This design comes from an exercise in tuning for small area on the open sky130 flow, not from production work. Only simulation tests tie the RTL to the original design; equivalence was not proved. No activity file was given, so power comes from the tool's default toggle rates.

===== design/flow/config.mk =====
export PLATFORM = sky130hd
export DESIGN_NAME = twpc_scan
export DESIGN_NICKNAME = twpc_scan
export VERILOG_FILES = /design/flow/design.v
export SDC_FILE = /design/flow/constraint.sdc
export NUM_CORES = 4
export LEC_CHECK = 0
export CAP_MARGIN = 20
export CORE_MARGIN = 2
export CORE_UTILIZATION = 80
export SLEW_MARGIN = 20
export SYNTH_HIERARCHICAL = 1
export SYNTH_MINIMUM_KEEP_SIZE = 0

===== design/flow/constraint.sdc =====
create_clock -name core_clock -period 5.0 [get_ports {clk}]
set_input_delay 1.0000 -clock core_clock [delete_from_list [all_inputs] [get_ports {clk}]]
set_output_delay 1.0000 -clock core_clock [all_outputs]
set_load 0.01 [all_outputs]

===== design/flow/design.v =====
module twpc_ao22 #(
    parameter W = 8
) (
    input  wire [W-1:0] a,
    input  wire         sa,
    input  wire [W-1:0] b,
    input  wire         sb,
    output wire [W-1:0] y
);
    assign y = (a & {W{sa}}) | (b & {W{sb}});
endmodule
module twpc_ao5 #(
    parameter W = 8
) (
    input  wire [W-1:0] a,
    input  wire         sa,
    input  wire [W-1:0] b,
    input  wire         sb,
    input  wire [W-1:0] c,
    input  wire         sc,
    input  wire [W-1:0] d,
    input  wire         sd,
    input  wire [W-1:0] e,
    input  wire         se,
    output wire [W-1:0] y
);
    assign y = (a & {W{sa}}) | (b & {W{sb}}) | (c & {W{sc}}) | (d & {W{sd}}) | (e & {W{se}});
endmodule
module twpc_scan #(
    parameter NUM_SCAN = 32,
    parameter IDX_W    = 5
) (
    input  wire                clk,
    input  wire                rst,         
    input  wire [NUM_SCAN-1:0] scan_in,       
    input  wire                rep_clear,   
    output wire [NUM_SCAN-1:0] sc_drv,      
    output reg                 rep_valid,
    output reg  [IDX_W-1:0]    rep_line,
    output reg  [7:0]          rep_id
);
    localparam [3:0] PH_PULSE = 4'b0000, PH_REL = 4'b0001, PH_PROBE = 4'b0011,
                     PH_CHECK = 4'b0101;
    reg [IDX_W-1:0] sc_idx;
    reg [3:0]       sc_ph;
    reg [7:0]       sc_val;     
    reg [2:0]       rot;        
    reg             sweep;      
    reg [7:0]       cached;     
    reg [7:0]       ring [0:3][0:7];
    wire s = scan_in[sc_idx];
    wire is_check = (sc_ph == PH_CHECK);
    wire report   = is_check && s && (sc_val != cached);
    wire advance  = is_check || (sc_ph == PH_PROBE && !s);
    genvar g;
    generate
        for (g = 0; g < NUM_SCAN; g = g + 1) begin : g_drv
            assign sc_drv[g] = (sc_ph == PH_REL) && (sc_idx == g);
        end
    endgenerate
    wire        wr_hit = (rep_line[2:0] == rot);
    wire [31:0] heads;
    genvar r, e;
    generate
        for (r = 0; r < 4; r = r + 1) begin : g_ring
            wire we = sweep || (wr_hit && rep_line[4:3] == r);
            twpc_ao22 #(.W(8)) u_head (
                .a(rep_id), .sa(we), .b(ring[r][0]), .sb(!we), .y(heads[8 * r +: 8])
            );
            always @(posedge clk) begin
                ring[r][7] <= heads[8 * r +: 8];
            end
            for (e = 0; e < 7; e = e + 1) begin : g_ent
                always @(posedge clk)
                    ring[r][e] <= ring[r][e + 1];
            end
        end
    endgenerate
    wire       cap = (sc_idx[2:0] == rot);
    wire [7:0] cached_d;
    twpc_ao5 #(.W(8)) u_cap (
        .a(heads[7:0]),   .sa(cap && sc_idx[4:3] == 2'd0),
        .b(heads[15:8]),  .sb(cap && sc_idx[4:3] == 2'd1),
        .c(heads[23:16]), .sc(cap && sc_idx[4:3] == 2'd2),
        .d(heads[31:24]), .sd(cap && sc_idx[4:3] == 2'd3),
        .e(cached),       .se(!cap),
        .y(cached_d)
    );
    wire load = report && !rst;
    wire hold = !report && !rst;
    wire [7:0]       rep_id_d;
    wire [IDX_W-1:0] rep_line_d;
    twpc_ao22 #(.W(8))     u_rid  (.a(sc_val), .sa(load), .b(rep_id),   .sb(hold), .y(rep_id_d));
    twpc_ao22 #(.W(IDX_W)) u_rline(.a(sc_idx), .sa(load), .b(rep_line), .sb(hold), .y(rep_line_d));
    always @(posedge clk) begin
        sc_val   <= {s, sc_val[7:1]};
        cached   <= cached_d;
        rep_id   <= rep_id_d;
        rep_line <= rep_line_d;
    end
    always @(posedge clk) begin
        if (rst) begin
            sc_idx    <= {IDX_W{1'b0}};
            sc_ph     <= PH_PULSE;
            rot       <= 3'd0;
            sweep     <= 1'b1;
            rep_valid <= 1'b0;
        end else begin
            rot <= rot + 3'd1;
            if (rot == 3'd7)
                sweep <= 1'b0;
            if (rep_clear)
                rep_valid <= 1'b0;
            if (report)
                rep_valid <= 1'b1;
            sc_idx <= sc_idx + advance;
            if (advance)
                sc_ph <= PH_PULSE;
            else
                sc_ph <= {sc_ph[2:0], ~(sc_ph[3] ^ sc_ph[2])};
        end
    end
endmodule

===== design/flow/flow/run.sh =====
#!/bin/bash
# The standard layout (standard.sh) with three changes:
#  - synthesis is synth_recipe.tcl unchanged except that its ABC pass maps with
#    flow/area.abc (area-recovering &nf mapping) instead of ORFS's speed script;
#  - the port buffers use the smallest buffer cell;
#  - the clock tree uses clkbuf_4 in small clusters, without dummy loads.
# make's output goes to make_finish.log; each tool's full log is under orfs/logs.
set -euo pipefail
W=$(pwd)
cat > "$W/area_synth.tcl" <<TCL
# synth_recipe.tcl with ABC's script replaced by $W/flow/area.abc
proc abc {args} {
  set i [lsearch -exact \$args -script]
  if { \$i >= 0 } { lset args [expr { \$i + 1 }] $W/flow/area.abc }
  puts "abc (area script): \$args"
  yosys abc {*}\$args
}
source $W/synth_recipe.tcl
TCL
CTS="-sink_clustering_enable -repair_clock_nets -sink_clustering_size 10 -sink_clustering_max_diameter 50 -buf_list {sky130_fd_sc_hd__clkbuf_2 sky130_fd_sc_hd__clkbuf_4 sky130_fd_sc_hd__clkbuf_8} -dont_use_dummy_load"
bash standard.sh \
  "SYNTH_SCRIPT=$W/area_synth.tcl" \
  "BUFFER_PORTS_ARGS=-buffer_cell sky130_fd_sc_hd__buf_1" \
  "CTS_ARGS=$CTS" \
  finish > make_finish.log 2>&1

===== design/flow/flow/area.abc =====
&get -n
&st
&syn2
&dch
&nf -R 1000 -p
&put

===== design/flow/standard.sh =====
#!/bin/bash
# synth_recipe.tcl (not shown) runs the flow's synth.tcl, then flattens the netlist and writes it again
# the make line also repeats each setting of config.mk as NAME=value (left out here)
make -C /OpenROAD-flow-scripts/flow DESIGN_CONFIG=/design/flow/config.mk WORK_HOME=/design/flow/orfs CLKGATE_MAP_FILE= SYNTH_SCRIPT=/design/flow/synth_recipe.tcl "${@:-finish}"

==> flow_summary.json, run 1 <==
{
  "status": "finished clean",
  "viasPerCell": 6.75,
  "ys_warn_count": 9,
  "cts-htree-levels": 2,
  "netlist_top_cells_count": "299 x dfxtp_1, 45 x a22o_1, 43 x nor2_1, 19 x nand2_1, 16 x o22ai_1",
  "cts.sink_count": 299,
  "min_path_type": "reg2reg",
  "wl_per_cell_um": 28.1,
  "drt_wl_total_um": 20900,
  "drt_iter0_drc": 708,
  "syn-num-nets": 558,
  "cts_tree": "done",
  "firstDrtPassIters": 8,
  "drive_above_1_share": 0.0585,
  "endpoint_kind": "flop",
  "dp_cells": 708,
  "pwr_density_cell_nw_per_um2": 473,
  "syn_to_final_growth_pct": 12.6,
  "worstPathArrival_ns": 4.14,
  "ios": 81,
  "crit_type": "reg2reg",
  "via_count": 5024,
  "synth_top_area_share": 0.808,
  "wl_met1_um": 7080,
  "die_x_um": 100,
  "grt_usage": 0.404,
  "syn_inst": 517,
  "grt_pass1_wl_um": 29700,
  "initial_core_util": 0.813,
  "synth_seq_cells": 299,
  "grt_pass1_vias": 5075,
  "place.gp.congestion": 0.873,
  "async_reset_ff_frac": 0,
  "finalCritPeriodShare": 0.753,
  "ir_drop_v": 0.000409,
  "path_max_fanout": 16,
  "die_h_um": 100,
  "design.die.area_um2": 10000,
  "tightest_slew_ns": 1.11,
  "required_ns": 5.37,
  "synth_ff_type": "dfxtp_1",
  "design_power_total_uw": 3950,
  "dpl.hpwl_um": 10300,
  "topRoutingLayerUsed": "met4",
  "r2r-start": "sc_idx[1]",
  "synth_enable_flop_cells": 0,
  "finalMaxSlewViolations": 0,
  "whs_ns": 0.310,
  "layout.nets": 675,
  "min_from": "ring[13][1]",
  "p_leak_uw": 0.00327,
  "worstHoldEndpoint": "ring[12][1]",
  "clkTransAtPathRegs_ns": 0.07,
  "antenna_found_initial": 2,
  "ys_seq_area_frac": 0.808,
  "synth_top_area_cell": "dfxtp_1",
  "clockBufferDepth": 3,
  "max_freq_mhz": 266,
  "portBuffers": 80,
  "max_slew_margin": 0.260,
  "numCtsBuffers": 35,
  "postCtsSetupBuffers": 0,
  "clk_latency_ns": 0.49,
  "final_hold_viol_count": 0,
  "grt.overflow.total": 0,
  "dr_wl_met3_um": 2300,
  "postRouteAntennaNets": 0,
  "drc": 0,
  "layout.cells.non_filler": 744,
  "coreArea_um2": 9110,
  "cts_root_buf": "clkbuf_8",
  "wl_met2_um": 9790,
  "synth_area_leaders": "dfxtp_1 81%, a22o_1 5.3%, nor2_1 2.2%",
  "synth_most_common_cell": "dfxtp_1",
  "reg2reg_depth": 11,
  "grt_max_degree": 17,
  "reg2reg_to": "rep_id[5]",
  "synthDistinctLibCells": 28,
  "cts_resized": 0,
  "finalSetupTns_ns": 0,
  "synthesis.area_um2": 7410,
  "clock_skew_ns": 0.0294,
  "layout_min_cycle_time_ns": 3.77,
  "rsz0062_at_grt": "false",
  "drv_cap": 0,
  "core.rowCount": 35,
  "syn_area_per_cell_um2": 14.3,
  "setup_violations": 0,
  "r2r_slack_ns": 1.23,
  "cts_hold_buf": 0,
  "worst_setup_path_start_kind": "flop",
  "hold_path_depth": 0
}
[cells in the final DEF, fill, tap and decap left out, types with 3 or more instances in the layout]
cell type,n
dfxtp_1,299
buf_1,80
a22o_1,45
nor2_1,43
clkbuf_8,35
nand2_1,19
o22ai_1,16
xnor2_1,12
nor2b_1,10
clkinv_1,9
a22oi_1,8
a222oi_1,8
nand3_1,6
ha_1,6
xor2_1,5
o21ai_0,4
nand4_1,4
nand2b_1,3
a21o_1,3
[worst max path at each step]
stage | start | end | slack [ns] | depth (start not counted)
after detailed placement | sc_idx[1] | rep_id[0] | 1.88 | 9
after CTS | sc_idx[1] | rep_id[5] | 1.54 | 11
after floorplan | scan_in[21] | sc_idx[4] | 2.36 | 10
after global routing | sc_idx[1] | rep_id[5] | 1.09 | 11
after global placement | scan_in[29] | rep_id[5] | 2.04 | 11
final | sc_idx[1] | rep_id[5] | 1.23 | 11
[layer usage]
metal	vias up	global-route usage
met5	-	0.00513
met4	0	0.241
met3	192	0.104
met2	569	0.671
met1	2263	0.474
li1	2000	-
[flip-flops by register name, summed over array words and instances (netlist names)]
signal	count
cached	8
rep_id	8
rep_line	5
rep_valid	1
ring	256
rot	3
sc_idx	5
sc_ph	4
sc_val	8
sweep	1
[where the power goes]
group          leakage, uW  switching (uW)  total [uW]  internal [uW]
clock             0.000252             773        1400            626
combinational     0.000606            67.9         100           32.3
sequential         0.00241            30.2        2450           2420
total              0.00327             871        3950           3080
[cell type report]
| cell class | instances | area (um2) |
|---|---|---|
| tap | 111 | 139 |
| clock buffer | 35 | 482 |
| sequential | 299 | 5990 |
| fill | 229 | 767 |
| timing repair buffer | 80 | 300 |
| inverter | 9 | 33.8 |
| multi-input combinational | 209 | 1400 |
| antenna | 1 | 2.50 |
[through the flow]
step                worst slack (ns)  cell area [um2]  utilization
floorplan                       2.36             7410            -
global placement                2.04             7850        0.862
detailed placement              1.88             7850        0.862
CTS                             1.54             8330        0.914
global route                    1.09             8340        0.916
finish                          1.23             8340        0.916
[critical path, cell delays in order (launching register included)]
cell and delay [ns]:
dfxtp_1 0.53, or2_0 0.73, o22ai_1 0.21, nor2_1 0.18
nand2_1 0.08, o311ai_0 0.15, nand4_1 0.14, o31a_1 0.19
clkinv_1 0.08, o211ai_1 0.14, nor2_1 0.80, a22o_1 0.41
[kinds of logic (layout without fill, tap and decap cells)]
kind of cell / count (synthesis) / in the layout / synth area share
AOI/OAI and AO/OA: 93 / 93 / 0.101
xor gates and xnor gates: 17 / 17 / 0.0201
adders and majority gates: 6 / 6 / 0.0101
buffers and inverters: 9 / 124 / 0.00456
DFF: 299 / 299 / 0.808
other: 0 / 1 / 0
and+or+nand+nor: 93 / 93 / 0.0564
==> run 2, diff against run 1 <==
--- a/design/flow/flow/run.sh
+++ b/design/flow/flow/run.sh
@@ -17,7 +17,7 @@
 }
 source $W/synth_recipe.tcl
 TCL
-CTS="-sink_clustering_enable -repair_clock_nets -sink_clustering_size 10 -sink_clustering_max_diameter 50 -buf_list {sky130_fd_sc_hd__clkbuf_2 sky130_fd_sc_hd__clkbuf_4 sky130_fd_sc_hd__clkbuf_8} -dont_use_dummy_load"
+CTS="-sink_clustering_enable -repair_clock_nets -sink_clustering_size 20 -sink_clustering_max_diameter 45 -buf_list sky130_fd_sc_hd__clkbuf_8 -dont_use_dummy_load"
 bash standard.sh \
   "SYNTH_SCRIPT=$W/area_synth.tcl" \
   "BUFFER_PORTS_ARGS=-buffer_cell sky130_fd_sc_hd__buf_1" \
==> flow_summary.json, run 2 <==
{
  "status": "finished clean",
  "netlist_top_cells_count": "299 x dfxtp_1, 45 x a22o_1, 43 x nor2_1, 19 x nand2_1, 16 x o22ai_1",
  "ys_warn_count": 9,
  "crit_chain": "xor2_1 > nor3_1 > nand2_1 > o21bai_1 > clkinv_1 > a22o_1 > a222oi_1 > nand2_1",
  "initial_core_util": 0.813,
  "max_freq_mhz": 285,
  "synth_enable_flop_cells": 0,
  "cts_resized": 0,
  "core.rowCount": 35,
  "grt.overflow.total": 0,
  "synth_top_area_share": 0.808,
  "slowest_stage": "o21bai_1",
  "postRouteAntennaNets": 0,
  "via_count": 4413,
  "place.gp.congestion": 0.873,
  "synth_area_leaders": "dfxtp_1 81%, a22o_1 5.3%, nor2_1 2.2%",
  "dpl_worst_slack_ns": 1.88,
  "cts.sink_count": 299,
  "crit_type": "reg2reg",
  "worst-path-buf-inv": 1,
  "clkTransAtPathRegs_ns": 0.11,
  "synth_ff_type": "dfxtp_1",
  "postCtsSetupBuffers": 0,
  "clockBufferDepth": 3,
  "whs_ns": 0.296,
  "multi_input_area_um2": 1400,
  "setup_violations": 0,
  "pwr_density_cell_nw_per_um2": 436,
  "dpl.hpwl_um": 10300,
  "wl_per_cell_um": 22.8,
  "path_max_fanout": 9,
  "cts_hold_buf": 0,
  "max_slew_margin": 0.312,
  "portBuffers": 80,
  "syn_inst": 517,
  "tightest_slew_ns": 1.03,
  "clock_skew_ns": 0.0313,
  "drc": 0,
  "ys_seq_area_frac": 0.808,
  "antenna_found_initial": 0,
  "finalMaxSlewViolations": 0,
  "drv_cap": 0,
  "crit_family": "compound AO/OA/AOI/OAI gates",
  "drive_above_1_share": 0.0341,
  "cts_root_buf": "clkbuf_8",
  "synth_seq_cells": 299,
  "synthesis.area_um2": 7410,
  "die_x_um": 100,
  "clk_latency_ns": 0.52,
  "final_cell_mix": "299 x dfxtp_1, 80 x buf_1, 45 x a22o_1",
  "min_path_type": "reg2reg",
  "crit_top_cell": "nand2_1",
  "syn_area_per_cell_um2": 14.3,
  "synth_most_common_cell": "dfxtp_1",
  "synthDistinctLibCells": 28,
  "slowest_delay_ns": 0.81,
  "largest_register_ffs": 256,
  "coreArea_um2": 9110,
  "max_flop_register": "ring",
  "worstPathArrival_ns": 3.88,
  "die_h_um": 100,
  "finalSetupTns_ns": 0,
  "cts_tree": "done",
  "endpoint_kind": "flop",
  "fill_cells": 321,
  "grt_pass1_vias": 4462,
  "design.die.area_um2": 10000,
  "syn-num-nets": 558,
  "p_leak_uw": 0.00316,
  "numCtsBuffers": 19,
  "grt_max_degree": 21,
  "final_hold_viol_count": 0,
  "grt_pass1_wl_um": 24600,
  "drt_iter0_drc": 437,
  "syn_to_final_growth_pct": 9.63,
  "grt_usage": 0.324,
  "final_common_cell": "dfxtp_1",
  "layout.nets": 659,
  "viasPerCell": 6.06,
  "finalCritPeriodShare": 0.702,
  "ios": 81,
  "required_ns": 5.37,
  "async_reset_ff_frac": 0,
  "regArea_um2": 5990,
  "drt_wl_total_um": 16600,
  "firstDrtPassIters": 6,
  "layout_min_cycle_time_ns": 3.51,
  "synth_top_area_cell": "dfxtp_1",
  "ir_drop_v": 0.000374,
  "worst_setup_path_start_kind": "flop",
  "finalWorstSetupSlack_ns": 1.49,
  "rsz0062_at_grt": "false",
  "cts-htree-levels": 1
}
run 2: cell counts after synthesis:
Identical to the previous run, type by type.
run 2: where the power goes:
group	internal [uW]	leakage, uW	switching [uW]
Combinational	32.0	0.000606	59.7
Sequential	2420	0.00241	25.5
Clock	345	0.000137	658
run 2: worst register-to-register path: cells and delay by family (launching register included):
kind / cells / cell delay [ns]
AO/OA/AOI/OAI: 3 / 1.62
buffers and inverters: 1 / 0.64
AND/OR/NAND/NOR: 3 / 0.55
flip-flops: 1 / 0.37
XOR/XNOR: 1 / 0.19
run 2: kinds of logic after synthesis:
kind of cell	after synthesis	synth area share
fa+ha+maj	6	0.0101
compound gates	93	0.101
simple gates	93	0.0564
xor+xnor	17	0.0201
flops	299	0.808
buf+inv	9	0.00456
run 2: path summary, 6_finish.rpt:
path,slack (ns),start,to,depth (start not counted)
max,1.49,rot[2],cached[4],8
min,0.30,ring[23][2],ring[22][2],0
max reg2reg,1.49,rot[2],cached[4],8
min reg2reg,0.30,ring[23][2],ring[22][2],0
run 2: metrics by stage:
stage / cells / total power [uW] / cell area [um2] / util
after global routing: 727 / 3640 / 8120 / 0.891
final: 728 / 3540 / 8120 / 0.892
after CTS: 727 / 3540 / 8110 / 0.890
after floorplan: 517 / 2540 / 7410 / -
after detailed placement: 708 / 2580 / 7850 / 0.862
after global placement: 708 / 2570 / 7850 / 0.862
run 2: metal layers:
| layer | vias up | global-route usage | part of all wire |
|---|---|---|---|
| met5 | - | 0 | 0 |
| met4 | 0 | 0.134 | 0.051 |
| met3 | 92 | 0.0627 | 0.075 |
| met2 | 295 | 0.559 | 0.49 |
| met1 | 2053 | 0.401 | 0.39 |
| li1 | 1973 | - | - |
run 2: cell type report:
cell class                      instances  share of cell area
Antenna cell                            1            0.000308
Clock buffer                           19              0.0322
Inverter                                9             0.00416
Multi-Input combinational cell        209               0.172
Sequential cell                       299               0.737
Tap cell                              111              0.0171
Timing Repair Buffer                   80              0.0370
==> run 3, diff against run 2 <==
--- a/design/flow/flow/run.sh
+++ b/design/flow/flow/run.sh
@@ -17,7 +17,7 @@
 }
 source $W/synth_recipe.tcl
 TCL
-CTS="-sink_clustering_enable -repair_clock_nets -sink_clustering_size 20 -sink_clustering_max_diameter 45 -buf_list sky130_fd_sc_hd__clkbuf_8 -dont_use_dummy_load"
+CTS="-sink_clustering_enable -repair_clock_nets -sink_clustering_size 10 -sink_clustering_max_diameter 50 -buf_list sky130_fd_sc_hd__clkbuf_4 -dont_use_dummy_load"
 bash standard.sh \
   "SYNTH_SCRIPT=$W/area_synth.tcl" \
   "BUFFER_PORTS_ARGS=-buffer_cell sky130_fd_sc_hd__buf_1" \
--- a/design/flow/config.mk
+++ b/design/flow/config.mk
@@ -7,7 +7,7 @@
 export LEC_CHECK = 0
 export CAP_MARGIN = 20
 export CORE_MARGIN = 2
-export CORE_UTILIZATION = 80
+export CORE_UTILIZATION = 75
 export SLEW_MARGIN = 20
 export SYNTH_HIERARCHICAL = 1
 export SYNTH_MINIMUM_KEEP_SIZE = 0
==> flow_summary.json, run 3 <==
{
  "worstHoldEndpoint": "ring[14][5]",
  "dpl.hpwl_um": 9340,
  "synth_seq_cells": 299,
  "hold_path_depth": 0,
  "place.gp.congestion": 0.852,
  "die_h_um": 103,
  "grt.overflow.total": 0,
  "firstDrtPassIters": 7,
  "final_hold_viol_count": 0,
  "pwr_density_cell_nw_per_um2": 428,
  "cts.sink_count": 299,
  "wl_per_cell_um": 17.7,
  "reg2reg_depth": 9,
  "viasPerCell": 5.52,
  "largest_register_ffs": 256,
  "finalSetupTns_ns": 0,
  "clock_skew_ns": 0.0727,
  "clk_latency_ns": 0.58,
  "netlist_top_cells_count": "299 x dfxtp_1, 45 x a22o_1, 43 x nor2_1, 19 x nand2_1, 16 x o22ai_1",
  "synth_enable_flop_cells": 0,
  "path_max_fanout": 4,
  "finalMaxSlewViolations": 0,
  "ys_warn_count": 9,
  "synth_top_area_share": 0.808,
  "coreArea_um2": 9680,
  "slowest_stage": "nor3b_1",
  "crit_chain": "clkinv_1 > ha_1 > nand2_1 > nor3b_1 > nand3_1 > nor2_1 > buf_1",
  "cts_hold_buf": 0,
  "ys_seq_area_frac": 0.808,
  "required_ns": 4.00,
  "grt_pass1_wl_um": 20000,
  "drt_iter0_drc": 367,
  "min_path_type": "reg2reg",
  "whs_ns": 0.299,
  "tightest_slew_ns": 0.934,
  "rsz0062_at_grt": "false",
  "synth_top_area_cell": "dfxtp_1",
  "numCtsBuffers": 35,
  "via_count": 4229,
  "reg2reg_to": "rep_id[4]",
  "finalWorstSetupSlack_ns": 1.74,
  "r2r_slack_ns": 1.84,
  "core.rowCount": 36,
  "syn-num-nets": 558,
  "drt_wl_total_um": 13600,
  "worst_setup_path_start_kind": "flop",
  "drive_above_1_share": 0.0585,
  "final_common_cell": "dfxtp_1",
  "postCtsSetupBuffers": 0,
  "async_reset_ff_frac": 0,
  "drv_cap": 0,
  "syn_to_final_growth_pct": 10.0,
  "status": "finished clean",
  "cts_root_buf": "clkbuf_4",
  "grt_usage": 0.251,
  "clockBufferDepth": 3,
  "synthDistinctLibCells": 28,
  "grt_pass1_vias": 4127,
  "worstPathArrival_ns": 2.26,
  "postRouteAntennaNets": 0,
  "max_slew_margin": 0.376,
  "cts-htree-levels": 2,
  "synth_ff_type": "dfxtp_1",
  "grt_max_degree": 17,
  "ir_drop_v": 0.000269,
  "ios": 81,
  "slowest_delay_ns": 0.46,
  "dpl_worst_slack_ns": 1.87,
  "die_x_um": 103,
  "layout.nets": 675,
  "min_from": "ring[15][5]",
  "finalCritPeriodShare": 0.653,
  "r2r-start": "sc_idx[1]",
  "final_cell_mix": "299 x dfxtp_1, 80 x buf_1, 45 x a22o_1",
  "cts_resized": 0,
  "initial_core_util": 0.765,
  "setup_violations": 0,
  "synth_most_common_cell": "dfxtp_1",
  "endpoint_kind": "primary output",
  "syn_inst": 517,
  "p_leak_uw": 0.00318,
  "layout_min_cycle_time_ns": 3.26,
  "portBuffers": 80,
  "crit_type": "reg2out",
  "drc": 0,
  "antenna_found_initial": 0,
  "cts_tree": "done",
  "synth_area_leaders": "dfxtp_1 81%, a22o_1 5.3%, nor2_1 2.2%",
  "clkTransAtPathRegs_ns": 0.09,
  "design.die.area_um2": 10700,
  "max_freq_mhz": 306,
  "max_flop_register": "ring",
  "synthesis.area_um2": 7410,
  "syn_area_per_cell_um2": 14.3
}
==> run 3: worst max-delay path, delay by kind of cell (launching register included) <==
kind,cells,cell delay [ns]
and+or+nand+nor,4,0.97
adders and majority gates,1,0.19
DFF,1,0.33
buffers and inverters,2,0.23
==> run 3: kinds of logic after synthesis <==
logic type | after synthesis | synth area share
AO/OA/AOI/OAI | 93 | 0.101
XOR/XNOR | 17 | 0.0201
adder cells (fa/ha/maj) | 6 | 0.0101
buffers and inverters | 9 | 0.00456
flip-flops | 299 | 0.808
AND/OR/NAND/NOR | 93 | 0.0564
==> run 3: cell type report <==
cell class / count / area (um2)
fillers: 486 / 1530
repair buffers: 80 / 300
clock buffers: 35 / 263
diodes: 1 / 2.50
multi-input cells: 209 / 1400
well taps: 133 / 166
inverters: 9 / 33.8
flip-flops and latches: 299 / 5990
==> run 3: worst max path at each step <==
stage,start,to,slack (ns),cells past startpoint
after floorplan,scan_in[21],sc_idx[4],2.36,10
after global routing,sc_idx[1],rep_line[2],1.47,11
after global placement,scan_in[29],rep_id[5],2.04,11
after detailed placement,sc_idx[1],rep_id[1],1.87,9
final,sc_ph[2],sc_drv[29],1.74,7
after CTS,sc_ph[2],sc_drv[29],1.72,7
==> run 3: layer usage <==
metal	vias up	GRT usage	wire [um]
met5	-	0	0
met4	0	0.0982	365
met3	41	0.0571	933
met2	178	0.431	6710
met1	1990	0.309	5550
li1	2020	-	-
==> run 3: metrics by stage <==
stage | total power, uW | util | cells | area [um2]
after global placement | 2570 | 0.813 | 730 | 7880
after CTS | 3510 | 0.840 | 765 | 8140
after global routing | 3610 | 0.841 | 765 | 8150
final | 3490 | 0.842 | 766 | 8150
after floorplan | 2540 | - | 517 | 7410
after detailed placement | 2580 | 0.813 | 730 | 7880
==> run 3: where the power goes <==
part           internal, uW  switching [uW]  leakage (uW)
logic                  31.9            50.5      0.000606
registers              2420            23.0       0.00241
clock network           326             640      0.000161
total                  2780             714       0.00318
==> run 4, diff against run 3 <==
--- a/design/flow/design.v
+++ b/design/flow/design.v
@@ -106,8 +106,8 @@
             sweep     <= 1'b1;
             rep_valid <= 1'b0;
         end else begin
-            rot <= rot + 3'd1;
-            if (rot == 3'd7)
+            rot <= {rot[1:0], rot[2] ^ (rot[1] | ~rot[0])};
+            if (rot == 3'b100)    
                 sweep <= 1'b0;
             if (rep_clear)
                 rep_valid <= 1'b0;
--- a/design/flow/flow/run.sh
+++ b/design/flow/flow/run.sh
@@ -17,7 +17,7 @@
 }
 source $W/synth_recipe.tcl
 TCL
-CTS="-sink_clustering_enable -repair_clock_nets -sink_clustering_size 10 -sink_clustering_max_diameter 50 -buf_list sky130_fd_sc_hd__clkbuf_4 -dont_use_dummy_load"
+CTS="-sink_clustering_enable -repair_clock_nets -sink_clustering_size 12 -sink_clustering_max_diameter 40 -buf_list sky130_fd_sc_hd__clkbuf_4 -dont_use_dummy_load"
 bash standard.sh \
   "SYNTH_SCRIPT=$W/area_synth.tcl" \
   "BUFFER_PORTS_ARGS=-buffer_cell sky130_fd_sc_hd__buf_1" \
--- a/design/flow/config.mk
+++ b/design/flow/config.mk
@@ -8,6 +8,7 @@
 export CAP_MARGIN = 20
 export CORE_MARGIN = 2
 export CORE_UTILIZATION = 75
+export PLACE_DENSITY = 0.9
 export SLEW_MARGIN = 20
 export SYNTH_HIERARCHICAL = 1
 export SYNTH_MINIMUM_KEEP_SIZE = 0
==> flow_summary.json, run 4 <==
{
  "via_count": 4253,
  "synth_most_common_cell": "dfxtp_1",
  "rsz0062_at_grt": "false",
  "r2r-start": "sc_idx[0]",
  "crit_type": "reg2reg",
  "setup_violations": 0,
  "worstPathArrival_ns": 3.90,
  "ir_drop_v": 0.000309,
  "portBuffers": 80,
  "worst_setup_path_start_kind": "flop",
  "postRouteAntennaNets": 0,
  "grt.overflow.total": 0,
  "syn_to_final_growth_pct": 9.35,
  "r2r_slack_ns": 1.66,
  "grt_usage": 0.244,
  "drt_wl_total_um": 13500,
  "numCtsBuffers": 29,
  "syn-num-nets": 557,
  "grt_pass1_wl_um": 19700,
  "synth_top_area_share": 0.809,
  "dpl_cell_area_um2": 7870,
  "core.rowCount": 36,
  "async_reset_ff_frac": 0,
  "wl_met2_um": 6490,
  "cts_resized": 0,
  "dpl.hpwl_um": 8630,
  "design.die.area_um2": 10700,
  "reg2reg_depth": 9,
  "max_slew_margin": 0.205,
  "cts_root_buf": "clkbuf_4",
  "max_flop_register": "ring",
  "final_common_cell": "dfxtp_1",
  "ys_seq_area_frac": 0.809,
  "pwr_density_cell_nw_per_um2": 425,
  "ios": 81,
  "synth_top_area_cell": "dfxtp_1",
  "topRoutingLayerUsed": "met4",
  "syn_area_per_cell_um2": 14.3,
  "die_h_um": 103,
  "min_path_type": "reg2reg",
  "ys_warn_count": 9,
  "clk_latency_ns": 0.63,
  "cts_tree": "done",
  "die_x_um": 103,
  "layout_min_cycle_time_ns": 3.34,
  "synthDistinctLibCells": 28,
  "firstDrtPassIters": 6,
  "finalCritPeriodShare": 0.668,
  "initial_core_util": 0.764,
  "synth_enable_flop_cells": 0,
  "status": "finished clean",
  "fill_cells": 466,
  "path_max_fanout": 16,
  "wl_per_cell_um": 17.8,
  "synth_ff_type": "dfxtp_1",
  "slowest_delay_ns": 0.71,
  "cts_hold_buf": 0,
  "drive_above_1_share": 0.0478,
  "syn_inst": 518,
  "antenna_found_initial": 0,
  "finalSetupTns_ns": 0,
  "drc": 0,
  "wl_met1_um": 5690,
  "slowest_stage": "or2_0",
  "tightest_slew_ns": 1.18,
  "clock_skew_ns": 0.0415,
  "final_cell_mix": "299 x dfxtp_1, 80 x buf_1, 45 x a22o_1",
  "finalMaxSlewViolations": 0,
  "drt_iter0_drc": 380,
  "cts.sink_count": 299,
  "clockBufferDepth": 3,
  "hold_path_depth": 0,
  "viasPerCell": 5.59,
  "netlist_top_cells_count": "299 x dfxtp_1, 45 x a22o_1, 44 x nor2_1, 20 x nand2_1, 16 x o22ai_1",
  "clkTransAtPathRegs_ns": 0.12,
  "grt_max_degree": 17,
  "postCtsSetupBuffers": 0,
  "min_from": "ring[28][0]",
  "final_area_um2": 8090,
  "synth_seq_cells": 299,
  "drv_cap": 0,
  "largest_register_ffs": 256,
  "p_leak_uw": 0.00314,
  "required_ns": 5.56,
  "crit_chain": "or2_0 > o22ai_1 > o311ai_0 > nand4_1 > o31a_1 > clkinv_1 > o211ai_1 > nor2_1 > a22o_1",
  "max_freq_mhz": 299,
  "place.gp.congestion": 0.861,
  "final_hold_viol_count": 0,
  "coreArea_um2": 9680,
  "grt_pass1_vias": 3900,
  "endpoint_kind": "flop",
  "worstHoldEndpoint": "ring[27][0]",
  "dr_wl_met3_um": 972,
  "layout.nets": 668,
  "synth_area_leaders": "dfxtp_1 81%, a22o_1 5.3%, nor2_1 2.2%",
  "synthesis.area_um2": 7400,
  "cts-htree-levels": 1,
  "reg2reg_to": "rep_id[3]"
}
==> run 4: area by class of cell <==
| cell class | count | area, um2 | share of cell area |
|---|---|---|---|
| repair buffers | 80 | 300 | 0.0371 |
| inverters | 8 | 30.0 | 0.00371 |
| clock buffers | 29 | 218 | 0.0269 |
| diodes | 1 | 2.50 | 0.000309 |
| flip-flops and latches | 299 | 5990 | 0.740 |
| well taps | 133 | 166 | 0.0206 |
| multi-input cells | 211 | 1390 | 0.172 |
==> run 4: critical path: cells and delay by family (launching register included) <==
family	cells	cell delay [ns]
DFF	1	0.49
buffers and inverters	1	0.06
and+or+nand+nor	3	1.60
AOI/OAI and AO/OA	5	1.14
==> run 4: worst max path at each step <==
| stage | startpoint | end | slack, ns | cells past startpoint |
|---|---|---|---|---|
| after global placement | scan_in[31] | rep_line[4] | 2.04 | 11 |
| after floorplan | scan_in[23] | sc_idx[4] | 2.36 | 10 |
| after CTS | sc_idx[0] | rep_id[3] | 1.71 | 9 |
| final | sc_idx[0] | rep_id[3] | 1.66 | 9 |
| after detailed placement | sc_idx[0] | sc_idx[4] | 1.81 | 11 |
| after global routing | sc_idx[0] | rep_id[3] | 1.45 | 9 |
==> run 4: cell families (layout without fill, tap and decap cells) <==
| logic type | count (synthesis) | in the layout | synth area share |
|---|---|---|---|
| AO/OA/AOI/OAI | 93 | 93 | 0.101 |
| buffers and inverters | 8 | 117 | 0.00406 |
| other | 0 | 1 | 0 |
| flip-flops | 299 | 299 | 0.809 |
| AND/OR/NAND/NOR | 96 | 96 | 0.0583 |
| adder cells (fa/ha/maj) | 4 | 4 | 0.00676 |
| XOR/XNOR | 18 | 18 | 0.0213 |
==> run 4: metrics by stage <==
step           hold slack [ns]  worst slack [ns]   util  power (uW)  std cells
4_1_cts                  0.264              1.71  0.835        3450        760
3_3_place_gp             0.310              2.04  0.813        2580        731
5_1_grt                  0.284              1.45  0.836        3550        760
2_1_floorplan            0.310              2.36      -        2550        518
6_report                 0.296              1.66  0.836        3440        761
3_5_place_dp             0.312              1.81  0.813        2590        731
==> run 4: power by group <==
part / internal [uW] / switching (uW) / leakage (uW)
Sequential: 2420 / 24.7 / 0.00241
Clock: 268 / 634 / 0.000133
Combinational: 34.6 / 59.3 / 0.000592
==> run 4: per-layer routing <==
layer / global-route usage / vias to the layer above
li1: - / 2011
met1: 0.328 / 2007
met2: 0.401 / 197
met3: 0.0470 / 38
met4: 0.0860 / 0
met5: 0 / -
==> run 5, diff against run 4 <==
--- a/design/flow/flow/run.sh
+++ b/design/flow/flow/run.sh
@@ -17,7 +17,7 @@
 }
 source $W/synth_recipe.tcl
 TCL
-CTS="-sink_clustering_enable -repair_clock_nets -sink_clustering_size 12 -sink_clustering_max_diameter 40 -buf_list sky130_fd_sc_hd__clkbuf_4 -dont_use_dummy_load"
+CTS="-sink_clustering_enable -repair_clock_nets -sink_clustering_size 11 -sink_clustering_max_diameter 40 -buf_list sky130_fd_sc_hd__clkbuf_4 -dont_use_dummy_load"
 bash standard.sh \
   "SYNTH_SCRIPT=$W/area_synth.tcl" \
   "BUFFER_PORTS_ARGS=-buffer_cell sky130_fd_sc_hd__buf_1" \
--- a/design/flow/config.mk
+++ b/design/flow/config.mk
@@ -8,7 +8,7 @@
 export CAP_MARGIN = 20
 export CORE_MARGIN = 2
 export CORE_UTILIZATION = 75
-export PLACE_DENSITY = 0.9
+export PLACE_DENSITY = 0.85
 export SLEW_MARGIN = 20
 export SYNTH_HIERARCHICAL = 1
 export SYNTH_MINIMUM_KEEP_SIZE = 0
==> flow_summary.json, run 5 <==
{
  "hold_path_depth": 0,
  "layout.nets": 671,
  "p_seq_frac": 0.709,
  "initial_core_util": 0.764,
  "postRouteAntennaNets": 0,
  "endpoint_kind": "primary output",
  "final_area_um2": 8110,
  "reg2reg_depth": 9,
  "max_freq_mhz": 297,
  "drt_iter0_drc": 342,
  "drive_above_1_share": 0.0524,
  "grt_usage": 0.246,
  "r2r-start": "sc_idx[1]",
  "cts_resized": 0,
  "syn-num-nets": 557,
  "wl_per_cell_um": 17.2,
  "firstDrtPassIters": 6,
  "via_count": 4221,
  "clkTransAtPathRegs_ns": 0.11,
  "finalSetupTns_ns": 0,
  "drt_wl_total_um": 13100,
  "p_sw_uw": 708,
  "drc": 0,
  "internal_power_uw": 2740,
  "synth_area_leaders": "dfxtp_1 81%, a22o_1 5.3%, nor2_1 2.2%",
  "clk_latency_ns": 0.62,
  "diodes": 0,
  "postLayoutCoreUtil": 0.838,
  "status": "finished clean",
  "grt_pass1_wl_um": 19900,
  "min_from": "ring[14][0]",
  "synth_enable_flop_cells": 0,
  "layout_min_cycle_time_ns": 3.36,
  "worstHoldEndpoint": "ring[13][0]",
  "cts.sink_count": 299,
  "die_x_um": 103,
  "portBuffers": 80,
  "die_h_um": 103,
  "crit_chain": "clkinv_1 > ha_1 > nand2_1 > nor3b_1 > nand3_1 > nor2_1 > buf_1",
  "ys_warn_count": 9,
  "tightest_slew_ns": 1.09,
  "postCtsSetupBuffers": 0,
  "cp.depth": 7,
  "syn_to_final_growth_pct": 9.62,
  "coreArea_um2": 9680,
  "synth_ff_type": "dfxtp_1",
  "finalCritPeriodShare": 0.673,
  "setup_violations": 0,
  "drv_cap": 0,
  "crit_family": "simple AND/OR/NAND/NOR gates",
  "largest_register_ffs": 256,
  "grt.overflow.total": 0,
  "cts_tree": "done",
  "path_max_fanout": 4,
  "clockBufferDepth": 3,
  "whs_ns": 0.322,
  "required_ns": 4.00,
  "reg2reg_to": "rep_id[6]",
  "async_reset_ff_frac": 0,
  "clockPowerShare": 0.264,
  "grt_max_degree": 17,
  "dpl.hpwl_um": 9240,
  "viasPerCell": 5.53,
  "synth_top_area_cell": "dfxtp_1",
  "synthesis.area_um2": 7400,
  "r2r_slack_ns": 1.79,
  "max_flop_register": "ring",
  "synthDistinctLibCells": 28,
  "p_leak_uw": 0.00315,
  "synth_top_area_share": 0.809,
  "synth_seq_cells": 299,
  "worst-path-buf-inv": 2,
  "crit_type": "reg2out",
  "netlist_top_cells_count": "299 x dfxtp_1, 45 x a22o_1, 44 x nor2_1, 20 x nand2_1, 16 x o22ai_1",
  "cts-htree-levels": 1,
  "ios": 81,
  "p_comb_frac": 0.027,
  "cts_root_buf": "clkbuf_4",
  "rsz0062_at_grt": "false",
  "ir_drop_v": 0.000325,
  "cts_hold_buf": 0,
  "pwr_density_cell_nw_per_um2": 425,
  "synth_most_common_cell": "dfxtp_1",
  "numCtsBuffers": 31,
  "min_path_type": "reg2reg",
  "syn_area_per_cell_um2": 14.3,
  "finalMaxSlewViolations": 0,
  "antenna_found_initial": 0,
  "worstPathArrival_ns": 2.36,
  "max_slew_margin": 0.269,
  "syn_inst": 518,
  "final_hold_viol_count": 0,
  "final_cell_mix": "299 x dfxtp_1, 80 x buf_1, 45 x a22o_1",
  "core.rowCount": 36,
  "sw_frac_of_total": 0.205,
  "design.die.area_um2": 10700,
  "final_common_cell": "dfxtp_1",
  "slowest_delay_ns": 0.52,
  "clock_skew_ns": 0.0480,
  "slowest_stage": "nor3b_1",
  "worst_setup_path_start_kind": "flop",
  "place.gp.congestion": 0.854,
  "dpl_cell_area_um2": 7880,
  "grt_pass1_vias": 3903,
  "ys_seq_area_frac": 0.809
}
==> run 5: cell count changes in the layout (fill, tap and decap cells not counted) <==
cell / previous run / this run
diode_2: 1 / 0
clkbuf_4: 29 / 31
buf_4: 0 / 1
==> run 5: logic make-up after synthesis <==
family / count (synthesis) / share of synthesized area
and+or+nand+nor: 96 / 0.0583
adders and majority gates: 4 / 0.00676
buffers and inverters: 8 / 0.00406
DFF: 299 / 0.809
xor gates and xnor gates: 18 / 0.0213
AOI/OAI and AO/OA: 93 / 0.101
==> run 5: power by group through the flow <==
stage	Combinational [uW]	Clock [uW]	Sequential, uW
6_report	92.8	910	2440
5_1_grt	101	1030	2450
4_1_cts	91.5	934	2440
3_5_place_dp	90.9	0	2500
3_3_place_gp	85.0	0	2500
2_1_floorplan	58.1	0	2490
==> run 5: final cells by class <==
class / instances / area (um2)
sequential: 299 / 5990
fill: 494 / 1570
multi-input combinational: 211 / 1390
timing repair buffer: 81 / 308
clock buffer: 31 / 233
tap: 133 / 166
inverter: 8 / 30.0
==> run 5: stage by stage <==
step	setup slack (ns)	total power [uW]	instances
6_report	1.64	3450	763
5_1_grt	1.44	3580	763
4_1_cts	1.70	3470	763
3_5_place_dp	1.86	2590	732
3_3_place_gp	2.06	2580	732
2_1_floorplan	2.36	2550	518
==> run 5: worst max-delay path by stage <==
stage	from	end	slack [ns]
3_5_place_dp	sc_idx[1]	sc_idx[4]	1.86
3_3_place_gp	scan_in[31]	rep_id[1]	2.06
6_report	sc_ph[2]	sc_drv[31]	1.64
4_1_cts	sc_ph[2]	sc_drv[31]	1.70
2_1_floorplan	scan_in[23]	sc_idx[4]	2.36
5_1_grt	sc_idx[1]	rep_id[6]	1.44
==> run 5: layer usage <==
layer | vias up | wire length [um] | global-route usage
met5 | - | 0 | 0
met4 | 0 | 258 | 0.0688
met3 | 24 | 762 | 0.0430
met2 | 164 | 6690 | 0.423
met1 | 2017 | 5410 | 0.325
li1 | 2016 | - | -
==> run 5: worst register-to-register path: stages, from the launching register on <==
cell      delay [ns]
dfxtp_1         0.48
or2_0           0.70
o22ai_1         0.20
o311ai_0        0.34
nand4_1         0.14
o31a_1          0.16
clkinv_1        0.07
o211ai_1        0.13
nor2_1          0.66
a22o_1          0.28
==> run 6, diff against run 5 <==
--- a/design/flow/design.v
+++ b/design/flow/design.v
@@ -34,7 +34,7 @@
     input  wire                rst,         
     input  wire [NUM_SCAN-1:0] scan_in,       
     input  wire                rep_clear,   
-    output wire [NUM_SCAN-1:0] sc_drv,      
+    output reg  [NUM_SCAN-1:0] sc_drv,      
     output reg                 rep_valid,
     output reg  [IDX_W-1:0]    rep_line,
     output reg  [7:0]          rep_id
@@ -55,7 +55,8 @@
     genvar g;
     generate
         for (g = 0; g < NUM_SCAN; g = g + 1) begin : g_drv
-            assign sc_drv[g] = (sc_ph == PH_REL) && (sc_idx == g);
+            always @(posedge clk)
+                sc_drv[g] <= !rst && (sc_ph == PH_PULSE) && (sc_idx == g);
         end
     endgenerate
     wire        wr_hit = (rep_line[2:0] == rot);
==> flow_summary.json, run 6 <==
{
  "slowest_delay_ns": 0.79,
  "synth_top_area_share": 0.823,
  "drive_above_1_share": 0.0571,
  "viasPerCell": 5.81,
  "clock_skew_ns": 0.0780,
  "grt_pass1_vias": 4798,
  "clockBufferDepth": 3,
  "synth_enable_flop_cells": 0,
  "max_freq_mhz": 283,
  "max_flop_register": "ring",
  "tightest_slew_ns": 1.04,
  "dpl.hpwl_um": 10600,
  "slowest_stage": "or2_0",
  "p_seq_frac": 0.701,
  "crit_family": "simple AND/OR/NAND/NOR gates",
  "syn_inst": 550,
  "wl_per_cell_um": 20.2,
  "synth_seq_cells": 331,
  "worst_setup_path_start_kind": "flop",
  "path_max_fanout": 16,
  "die_x_um": 108,
  "synth_ff_type": "dfxtp_1",
  "syn_area_per_cell_um2": 14.6,
  "worst-path-buf-inv": 1,
  "cts_hold_buf": 0,
  "min_path_type": "reg2reg",
  "largest_register_ffs": 256,
  "final_cell_mix": "331 x dfxtp_1, 80 x buf_1, 45 x a22o_1",
  "internal_power_uw": 3040,
  "r2r_slack_ns": 1.46,
  "final_common_cell": "dfxtp_1",
  "postCtsSetupBuffers": 0,
  "synth_top_area_cell": "dfxtp_1",
  "layout_min_cycle_time_ns": 3.54,
  "synthDistinctLibCells": 30,
  "required_ns": 5.46,
  "pwr_density_cell_nw_per_um2": 438,
  "dp_cells": 766,
  "reg_top3": "ring: 256 flops, sc_drv: 32 flops",
  "drv_cap": 0,
  "cts_root_buf": "clkbuf_4",
  "r2r-start": "sc_idx[1]",
  "ir_drop_v": 0.000332,
  "rsz0062_at_grt": "false",
  "cts_resized": 0,
  "numCtsBuffers": 36,
  "grt_pass1_wl_um": 24800,
  "drt_wl_total_um": 16200,
  "postRouteAntennaNets": 0,
  "max_slew_margin": 0.302,
  "ys_warn_count": 9,
  "layout.nets": 707,
  "synthesis.area_um2": 8050,
  "cts.sink_count": 331,
  "dpl_worst_slack_ns": 1.69,
  "clkTransAtPathRegs_ns": 0.10,
  "min_from": "ring[11][1]",
  "endpoint_kind": "flop",
  "firstDrtPassIters": 6,
  "async_reset_ff_frac": 0,
  "core.rowCount": 37,
  "drt_iter0_drc": 342,
  "finalSetupTns_ns": 0,
  "syn-num-nets": 589,
  "ys_seq_area_frac": 0.823,
  "initial_core_util": 0.776,
  "diodes": 0,
  "syn_to_final_growth_pct": 9.33,
  "finalWorstSetupSlack_ns": 1.46,
  "p_leak_uw": 0.00343,
  "reg2reg_to": "rep_id[6]",
  "ios": 81,
  "die_h_um": 108,
  "portBuffers": 80,
  "reg2reg_depth": 9,
  "design.die.area_um2": 11600,
  "worstPathArrival_ns": 3.99,
  "grt_usage": 0.286,
  "grt_max_degree": 18,
  "sw_frac_of_total": 0.210,
  "cts_tree": "done",
  "status": "finished clean",
  "antenna_found_initial": 0,
  "p_comb_frac": 0.026,
  "drc": 0,
  "place.gp.congestion": 0.827,
  "final_hold_viol_count": 0,
  "synth_area_leaders": "dfxtp_1 82%, a22o_1 4.9%, nor2_1 2.0%",
  "worstHoldEndpoint": "ring[10][1]",
  "layout.cells.non_filler": 802,
  "coreArea_um2": 10400,
  "netlist_top_cells_count": "331 x dfxtp_1, 45 x a22o_1, 43 x nor2_1, 19 x nand2_1, 16 x o22ai_1",
  "crit_type": "reg2reg",
  "setup_violations": 0,
  "cts-htree-levels": 2,
  "finalCritPeriodShare": 0.707,
  "hold_path_depth": 0,
  "finalMaxSlewViolations": 0,
  "synth_most_common_cell": "dfxtp_1",
  "via_count": 4662,
  "clk_latency_ns": 0.60,
  "crit_chain": "or2_0 > o22ai_1 > o311ai_0 > nand4_1 > o31a_1 > clkinv_1 > o211ai_1 > nor2_1 > a22o_1",
  "p_sw_uw": 808,
  "grt.overflow.total": 0,
  "clockPowerShare": 0.273
}
==> run 6: area by class of cell <==
cell class	count	area, um2
Sequential cell	331	6630
Inverter	8	30.0
Tap cell	136	170
Fill cell	495	1570
Clock buffer	36	270
Timing Repair Buffer	80	300
Multi-Input combinational cell	211	1400
==> run 6: worst max path at each step <==
stage,start,endpoint,slack (ns),cells past startpoint
6_report,sc_idx[1],rep_id[6],1.46,9
5_1_grt,sc_idx[1],rep_id[6],1.33,9
3_5_place_dp,sc_idx[1],sc_idx[4],1.69,11
2_1_floorplan,scan_in[22],sc_idx[4],2.33,10
4_1_cts,sc_idx[1],rep_id[6],1.67,9
3_3_place_gp,scan_in[30],rep_line[0],2.00,11
==> run 6: logic make-up (layout without fill, tap and decap cells) <==
logic type      Yosys count  after routing  share of synthesized area
flops                   331            331                      0.823
buf+inv                   8            124                    0.00373
simple gates             96             96                     0.0543
fa+ha+maj                 4              4                    0.00622
xor+xnor                 18             18                     0.0196
compound gates           93             93                     0.0928
==> run 6: metal layers <==
layer	GRT usage	vias to the layer above	share of wire
li1	-	2121	-
met1	0.345	2206	0.40
met2	0.500	267	0.49
met3	0.0575	68	0.066
met4	0.122	0	0.040
met5	0	-	0
==> run 6: power groups by stage <==
stage / Sequential [uW] / Clock [uW] / Combinational (uW)
2_1_floorplan: 2750 / 0 / 55.2
3_3_place_gp: 2760 / 0 / 84.3
3_5_place_dp: 2760 / 0 / 91.7
4_1_cts: 2700 / 1060 / 94.6
5_1_grt: 2710 / 1160 / 105
6_report: 2700 / 1050 / 98.6
==> run 6: metrics by stage <==
stage | hold WS, ns | total power, uW | instance area (um2) | utilization
floorplan | 0.310 | 2810 | 8050 | -
global route | 0.311 | 3970 | 8800 | 0.848
detailed placement | 0.312 | 2850 | 8520 | 0.821
finish | 0.320 | 3850 | 8800 | 0.848
CTS | 0.317 | 3860 | 8790 | 0.847
global placement | 0.309 | 2840 | 8520 | 0.821
==> run 7, diff against run 6 <==
--- a/design/flow/design.v
+++ b/design/flow/design.v
@@ -34,7 +34,7 @@
     input  wire                rst,         
     input  wire [NUM_SCAN-1:0] scan_in,       
     input  wire                rep_clear,   
-    output reg  [NUM_SCAN-1:0] sc_drv,      
+    output wire [NUM_SCAN-1:0] sc_drv,      
     output reg                 rep_valid,
     output reg  [IDX_W-1:0]    rep_line,
     output reg  [7:0]          rep_id
@@ -55,8 +55,7 @@
     genvar g;
     generate
         for (g = 0; g < NUM_SCAN; g = g + 1) begin : g_drv
-            always @(posedge clk)
-                sc_drv[g] <= !rst && (sc_ph == PH_PULSE) && (sc_idx == g);
+            assign sc_drv[g] = (sc_ph == PH_REL) && (sc_idx == g);
         end
     endgenerate
     wire        wr_hit = (rep_line[2:0] == rot);
--- a/design/flow/flow/run.sh
+++ b/design/flow/flow/run.sh
@@ -17,7 +17,7 @@
 }
 source $W/synth_recipe.tcl
 TCL
-CTS="-sink_clustering_enable -repair_clock_nets -sink_clustering_size 11 -sink_clustering_max_diameter 40 -buf_list sky130_fd_sc_hd__clkbuf_4 -dont_use_dummy_load"
+CTS="-sink_clustering_enable -repair_clock_nets -sink_clustering_size 10 -sink_clustering_max_diameter 40 -buf_list sky130_fd_sc_hd__clkbuf_4 -dont_use_dummy_load"
 bash standard.sh \
   "SYNTH_SCRIPT=$W/area_synth.tcl" \
   "BUFFER_PORTS_ARGS=-buffer_cell sky130_fd_sc_hd__buf_1" \
--- a/design/flow/config.mk
+++ b/design/flow/config.mk
@@ -7,8 +7,7 @@
 export LEC_CHECK = 0
 export CAP_MARGIN = 20
 export CORE_MARGIN = 2
-export CORE_UTILIZATION = 75
-export PLACE_DENSITY = 0.85
+export CORE_UTILIZATION = 80
 export SLEW_MARGIN = 20
 export SYNTH_HIERARCHICAL = 1
 export SYNTH_MINIMUM_KEEP_SIZE = 0
==> flow_summary.json, run 7 <==
{
  "path_max_fanout": 16,
  "p_leak_uw": 0.00317,
  "synthSimpleGateAreaFrac": 0.0583,
  "p_comb_frac": 0.029,
  "diodes": 0,
  "required_ns": 5.50,
  "portBuffers": 80,
  "internal_power_uw": 2790,
  "cts-htree-levels": 2,
  "max_freq_mhz": 279,
  "synth-xor-area-share": 0.0213,
  "clockBufferDepth": 3,
  "coreArea_um2": 9110,
  "die_h_um": 100,
  "drv_cap": 0,
  "async_reset_ff_frac": 0,
  "synth_area_leaders": "dfxtp_1 81%, a22o_1 5.3%, nor2_1 2.2%",
  "crit_type": "reg2reg",
  "syn-num-nets": 557,
  "ir_drop_v": 0.000318,
  "wl_per_cell_um": 22.8,
  "layout.cells.non_filler": 745,
  "design.die.area_um2": 10000,
  "clk_latency_ns": 0.59,
  "cts.sink_count": 299,
  "grt_pass1_vias": 4494,
  "finalCritPeriodShare": 0.718,
  "tightest_slew_ns": 1.21,
  "worst_setup_path_start_kind": "flop",
  "synth_seq_cells": 299,
  "p_sw_uw": 798,
  "endpoint_kind": "flop",
  "sw_frac_of_total": 0.222,
  "dpl.hpwl_um": 9770,
  "ys_seq_area_frac": 0.809,
  "dp_cells": 709,
  "cts_hold_buf": 0,
  "final_common_cell": "dfxtp_1",
  "die_x_um": 100,
  "syn_to_final_growth_pct": 9.65,
  "cts_tree": "done",
  "ys_warn_count": 9,
  "synth_ff_type": "dfxtp_1",
  "synth_compound_area_frac": 0.101,
  "regArea_um2": 5990,
  "antenna_found_initial": 0,
  "pwr_density_cell_nw_per_um2": 442,
  "max_slew_margin": 0.184,
  "drt_wl_total_um": 17000,
  "numCtsBuffers": 36,
  "grt_max_degree": 17,
  "via_count": 4649,
  "layout.nets": 675,
  "final_hold_viol_count": 0,
  "drc": 0,
  "p_seq_frac": 0.682,
  "firstDrtPassIters": 6,
  "yosys-mux-area-fraction": 0,
  "drt_iter0_drc": 484,
  "synthesis.area_um2": 7400,
  "core.rowCount": 35,
  "cts_resized": 0,
  "synth_adder_area_share": 0.00676,
  "max_flop_register": "ring",
  "finalMaxSlewViolations": 0,
  "synth_top_family_by_area": "compound AO/OA/AOI/OAI gates",
  "synth_most_common_cell": "dfxtp_1",
  "syn_area_per_cell_um2": 14.3,
  "synth_top_area_cell": "dfxtp_1",
  "largest_register_ffs": 256,
  "finalSetupTns_ns": 0,
  "cts_root_buf": "clkbuf_4",
  "synthDistinctLibCells": 28,
  "multi_input_area_um2": 1390,
  "clock_skew_ns": 0.113,
  "synth_enable_flop_cells": 0,
  "rsz0062_at_grt": "false",
  "viasPerCell": 6.24,
  "grt_pass1_wl_um": 24900,
  "clkTransAtPathRegs_ns": 0.11,
  "clockPowerShare": 0.289,
  "grt.overflow.total": 0,
  "postCtsSetupBuffers": 0,
  "status": "finished clean",
  "syn_inst": 518,
  "min_path_type": "reg2reg",
  "postRouteAntennaNets": 0,
  "setup_violations": 0,
  "fill_cells": 336,
  "drive_above_1_share": 0.0584,
  "synth_top_area_share": 0.809,
  "final_cell_mix": "299 x dfxtp_1, 80 x buf_1, 45 x a22o_1",
  "ios": 81,
  "grt_usage": 0.332,
  "netlist_top_cells_count": "299 x dfxtp_1, 45 x a22o_1, 44 x nor2_1, 20 x nand2_1, 16 x o22ai_1",
  "initial_core_util": 0.813,
  "place.gp.congestion": 0.871,
  "layout_min_cycle_time_ns": 3.59,
  "worstPathArrival_ns": 4.09
}
[run 7: stage by stage]
stage	worst slack [ns]	utilization	total power (uW)	area [um2]	hold slack, ns
4_1_cts	1.50	0.891	3580	8110	0.261
3_3_place_gp	2.04	0.861	2580	7840	0.309
6_report	1.41	0.891	3590	8120	0.258
2_1_floorplan	2.36	-	2550	7400	0.310
3_5_place_dp	1.55	0.861	2590	7840	0.312
5_1_grt	1.15	0.891	3700	8120	0.267
[run 7: worst max-delay path: stages (launching register included)]
cell and delay [ns]:
dfxtp_1 0.53, or2_0 0.74, o22ai_1 0.16, o311ai_0 0.50, nand4_1 0.16, o31a_1 0.17
clkinv_1 0.08, o211ai_1 0.16, nor2_1 0.76, a22o_1 0.29
[run 7: cells by family after synthesis]
kind of cell               after synthesis
and+or+nand+nor                         96
DFF                                    299
buffers and inverters                    8
adders and majority gates                4
AOI/OAI and AO/OA                       93
xor gates and xnor gates                18
[run 7: power groups by stage]
| stage | registers, uW | clock network [uW] | logic, uW |
|---|---|---|---|
| after floorplan | 2490 | 0 | 58.1 |
| after global placement | 2490 | 0 | 85.6 |
| after detailed placement | 2500 | 0 | 93.4 |
| after CTS | 2450 | 1040 | 98.1 |
| after global routing | 2450 | 1130 | 110 |
| final | 2450 | 1040 | 104 |
[run 7: per-layer routing]
layer	up-vias	routed length (um)	GRT usage
li1	2020	-	-
met1	2172	6480	0.431
met2	361	8190	0.560
met3	96	1500	0.0689
met4	0	816	0.117
met5	-	0	0
[run 7: cell type report]
type | instances | share of cell area
Tap cell | 111 | 0.0171
Timing Repair Buffer | 80 | 0.0370
Clock buffer | 36 | 0.0333
Multi-Input combinational cell | 211 | 0.171
Inverter | 8 | 0.00370
Sequential cell | 299 | 0.737
[run 7: worst paths after layout]
check                    from     endpoint  slack, ns  cells after the start
setup / recovery    sc_idx[1]  rep_line[1]       1.41                      9
hold / removal    ring[15][4]  ring[14][4]       0.26                      0
setup reg to reg    sc_idx[1]  rep_line[1]       1.41                      9
hold reg to reg   ring[15][4]  ring[14][4]       0.26                      0
==> run 8, diff against run 7 <==
--- a/design/flow/flow/run.sh
+++ b/design/flow/flow/run.sh
@@ -17,7 +17,7 @@
 }
 source $W/synth_recipe.tcl
 TCL
-CTS="-sink_clustering_enable -repair_clock_nets -sink_clustering_size 10 -sink_clustering_max_diameter 40 -buf_list sky130_fd_sc_hd__clkbuf_4 -dont_use_dummy_load"
+CTS="-sink_clustering_enable -repair_clock_nets -sink_clustering_size 12 -sink_clustering_max_diameter 35 -buf_list sky130_fd_sc_hd__clkbuf_4 -dont_use_dummy_load"
 bash standard.sh \
   "SYNTH_SCRIPT=$W/area_synth.tcl" \
   "BUFFER_PORTS_ARGS=-buffer_cell sky130_fd_sc_hd__buf_1" \
--- a/design/flow/config.mk
+++ b/design/flow/config.mk
@@ -7,7 +7,8 @@
 export LEC_CHECK = 0
 export CAP_MARGIN = 20
 export CORE_MARGIN = 2
-export CORE_UTILIZATION = 80
+export CORE_UTILIZATION = 70
+export PLACE_DENSITY = 0.9
 export SLEW_MARGIN = 20
 export SYNTH_HIERARCHICAL = 1
 export SYNTH_MINIMUM_KEEP_SIZE = 0
==> flow_summary.json, run 8 <==
{
  "status": "finished clean",
  "antenna_found_initial": 1,
  "finalMaxSlewViolations": 0,
  "place.gp.congestion": 0.914,
  "grt_usage": 0.236,
  "clkTransAtPathRegs_ns": 0.10,
  "drt_wl_total_um": 13400,
  "numCtsBuffers": 31,
  "synth-xor-area-share": 0.0213,
  "ys_warn_count": 9,
  "fill_cells": 607,
  "syn-num-nets": 557,
  "cts.sink_count": 299,
  "cts_hold_buf": 0,
  "async_reset_ff_frac": 0,
  "drc": 0,
  "slowest_delay_ns": 0.71,
  "firstDrtPassIters": 6,
  "layout.nets": 670,
  "yosys-mux-area-fraction": 0,
  "synthesis.area_um2": 7400,
  "p_leak_uw": 0.00315,
  "drive_above_1_share": 0.0509,
  "crit_end": "rep_id[0]",
  "core.rowCount": 37,
  "grt_use_met2": 0.413,
  "crit_top_cell": "nor2_1",
  "postCtsSetupBuffers": 0,
  "cts_root_buf": "clkbuf_4",
  "ys_seq_area_frac": 0.809,
  "initial_core_util": 0.720,
  "pwr_density_cell_nw_per_um2": 426,
  "netlist_top_cells_count": "299 x dfxtp_1, 45 x a22o_1, 44 x nor2_1, 20 x nand2_1, 16 x o22ai_1",
  "die_h_um": 107,
  "die_x_um": 107,
  "wl_per_cell_um": 17.5,
  "syn_to_final_growth_pct": 9.60,
  "final_hold_viol_count": 0,
  "grt_max_degree": 17,
  "synth_top_family_by_area": "compound AO/OA/AOI/OAI gates",
  "r2r-start": "sc_idx[1]",
  "crit_chain": "or2_0 > o22ai_1 > nor2_1 > nand2_1 > o311ai_0 > nand4_1 > o31a_1 > clkinv_1 > o211ai_1 > nor2_1 > a22o_1",
  "synth_most_common_cell": "dfxtp_1",
  "synth_top_area_share": 0.809,
  "final_cell_mix": "299 x dfxtp_1, 80 x buf_1, 45 x a22o_1",
  "grt-busiest-layer": "met2",
  "crit_type": "reg2reg",
  "largest_register_ffs": 256,
  "grt_pass1_vias": 4339,
  "tightest_slew_ns": 1.17,
  "viasPerCell": 5.56,
  "cts-htree-levels": 1,
  "required_ns": 5.53,
  "worst_setup_path_start_kind": "flop",
  "grt.met3_usage": 0.0419,
  "layout_min_cycle_time_ns": 3.26,
  "postRouteAntennaNets": 0,
  "dpl.hpwl_um": 8930,
  "synth_ff_type": "dfxtp_1",
  "clockBufferDepth": 3,
  "crit_path_start": "sc_idx[1]",
  "syn_area_per_cell_um2": 14.3,
  "grt.overflow.total": 0,
  "finalWorstSetupSlack_ns": 1.74,
  "min_path_type": "reg2reg",
  "via_count": 4257,
  "synth_area_leaders": "dfxtp_1 81%, a22o_1 5.3%, nor2_1 2.2%",
  "max_flop_register": "ring",
  "synthDistinctLibCells": 28,
  "cts_resized": 0,
  "grt_pass1_wl_um": 20800,
  "synth_top_area_cell": "dfxtp_1",
  "slowest_stage": "nor2_1",
  "r2r_slack_ns": 1.74,
  "reg2reg_depth": 11,
  "syn_inst": 518,
  "dpl_worst_slack_ns": 1.87,
  "endpoint_kind": "flop",
  "max_freq_mhz": 306,
  "grt_use_met1": 0.299,
  "clk_latency_ns": 0.61,
  "path_max_fanout": 16,
  "final_common_cell": "dfxtp_1",
  "cts_tree": "done",
  "synth_compound_area_frac": 0.101,
  "synth_seq_cells": 299,
  "coreArea_um2": 10300,
  "drv_cap": 0,
  "finalCritPeriodShare": 0.653,
  "worstPathArrival_ns": 3.79,
  "ios": 81,
  "drt_iter0_drc": 338,
  "synthSimpleGateAreaFrac": 0.0583,
  "setup_violations": 0,
  "synth_enable_flop_cells": 0,
  "finalSetupTns_ns": 0,
  "max_slew_margin": 0.215,
  "rsz0062_at_grt": "false",
  "ir_drop_v": 0.000263,
  "clock_skew_ns": 0.0679,
  "synth_adder_area_share": 0.00676,
  "portBuffers": 80,
  "reg2reg_to": "rep_id[0]",
  "design.die.area_um2": 11400
}
[run 8: area by class of cell]
cell class / instances / area [um2] / share of cell area
multi-input cells: 211 / 1390 / 0.171
clock buffers: 31 / 233 / 0.0287
repair buffers: 80 / 300 / 0.0370
flip-flops and latches: 299 / 5990 / 0.738
well taps: 136 / 170 / 0.0210
diodes: 1 / 2.50 / 0.000308
inverters: 8 / 30.0 / 0.00370
[run 8: worst min-delay path by stage]
stage               cells after the start         from           to
floorplan                               0   ring[1][0]   ring[0][0]
global placement                        0  ring[30][6]  ring[29][6]
detailed placement                      0  ring[12][3]  ring[11][3]
CTS                                     0  ring[13][6]  ring[12][6]
global route                            0  ring[13][6]  ring[12][6]
finish                                  0  ring[13][6]  ring[12][6]
[run 8: routing by layer]
layer / part of all wire / wire length [um]
met2: 0.48 / 6490
met4: 0.027 / 366
met1: 0.43 / 5750
met5: 0 / 0
met3: 0.059 / 784
[run 8: power breakdown]
group | switching [uW] | leakage [uW] | internal [uW] | total, uW
clock network | 627 | 0.000143 | 285 | 912
registers | 23.3 | 0.00241 | 2420 | 2440
logic | 62.4 | 0.000592 | 34.6 | 97.0
[run 8: per-stage QoR]
step | power [uW] | std cells | utilization | instance area, um2 | hold slack [ns]
CTS | 3470 | 765 | 0.789 | 8110 | 0.247
floorplan | 2550 | 518 | - | 7400 | 0.310
finish | 3450 | 766 | 0.789 | 8110 | 0.268
global route | 3570 | 765 | 0.789 | 8110 | 0.255
global placement | 2580 | 734 | 0.766 | 7870 | 0.310
detailed placement | 2590 | 734 | 0.766 | 7870 | 0.312
[run 8: critical path, delay by kind of cell (launching register included)]
kind	cells	cell delay (ns)
AOI/OAI and AO/OA	5	0.85
buffers and inverters	1	0.07
DFF	1	0.50
and+or+nand+nor	5	1.80
[run 8: kinds of logic (layout without fill, tap and decap cells)]
kind of cell    after synthesis  after routing
buf+inv                       8            119
xor+xnor                     18             18
simple gates                 96             96
compound gates               93             93
flops                       299            299
other cells                   0              1
fa+ha+maj                     4              4

[afterwards: timing with drivers on the ports]
How much do the figures lean on ideal ports? The routed layouts below were timed once more, with nothing changed but the port constraints. Step 1, drivers: a clkbuf_16 drives clk and a buf_2 each remaining input, both assumed. Step 2 adds t to the input delays and takes it off the output delays; t is the mean of the earliest and latest rising clock arrival at the registers after step 1. Input paths then give back, and output paths get back, about the clock's delay inside the block. Three values: no drivers, after step 1, after step 2; two values: the first two.
| run | t (ns) | setup WS [ns] | hold slack, ns | worst setup path after step 2 | pins driven straight from the clock port |
|---|---|---|---|---|---|
| run 1 | 0.514 | 1.234 / 1.234 / 1.195 | 0.310 / 0.310 / 0.310 | input to register | 1 |
| run 2 | 0.532 | 1.490 / 1.490 / 1.490 | 0.296 / 0.296 / 0.296 | register to register | 1 |
| run 3 | 0.568 | 1.736 / 1.711 / 1.836 | 0.299 / 0.299 / 0.299 | register to register | 1 |
| run 4 | 0.641 | 1.658 / 1.658 / 1.658 | 0.296 / 0.296 / 0.296 | register to register | 1 |
| run 5 | 0.631 | 1.636 / 1.603 / 1.789 | 0.322 / 0.322 / 0.322 | register to register | 1 |
| run 6 | 0.593 | 1.463 / 1.463 / 1.463 | 0.320 / 0.320 / 0.320 | register to register | 1 |
| run 7 | 0.559 | 1.412 / 1.412 / 1.412 | 0.258 / 0.258 / 0.258 | register to register | 1 |
| run 8 | 0.613 | 1.737 / 1.737 / 1.737 | 0.268 / 0.268 / 0.268 | register to register | 1 |
After both steps setup and hold are still met in every run listed. For run 1, which loses most, drivers alone change the setup slack by 0.000 ns; drivers and shift together by -0.039 ns.
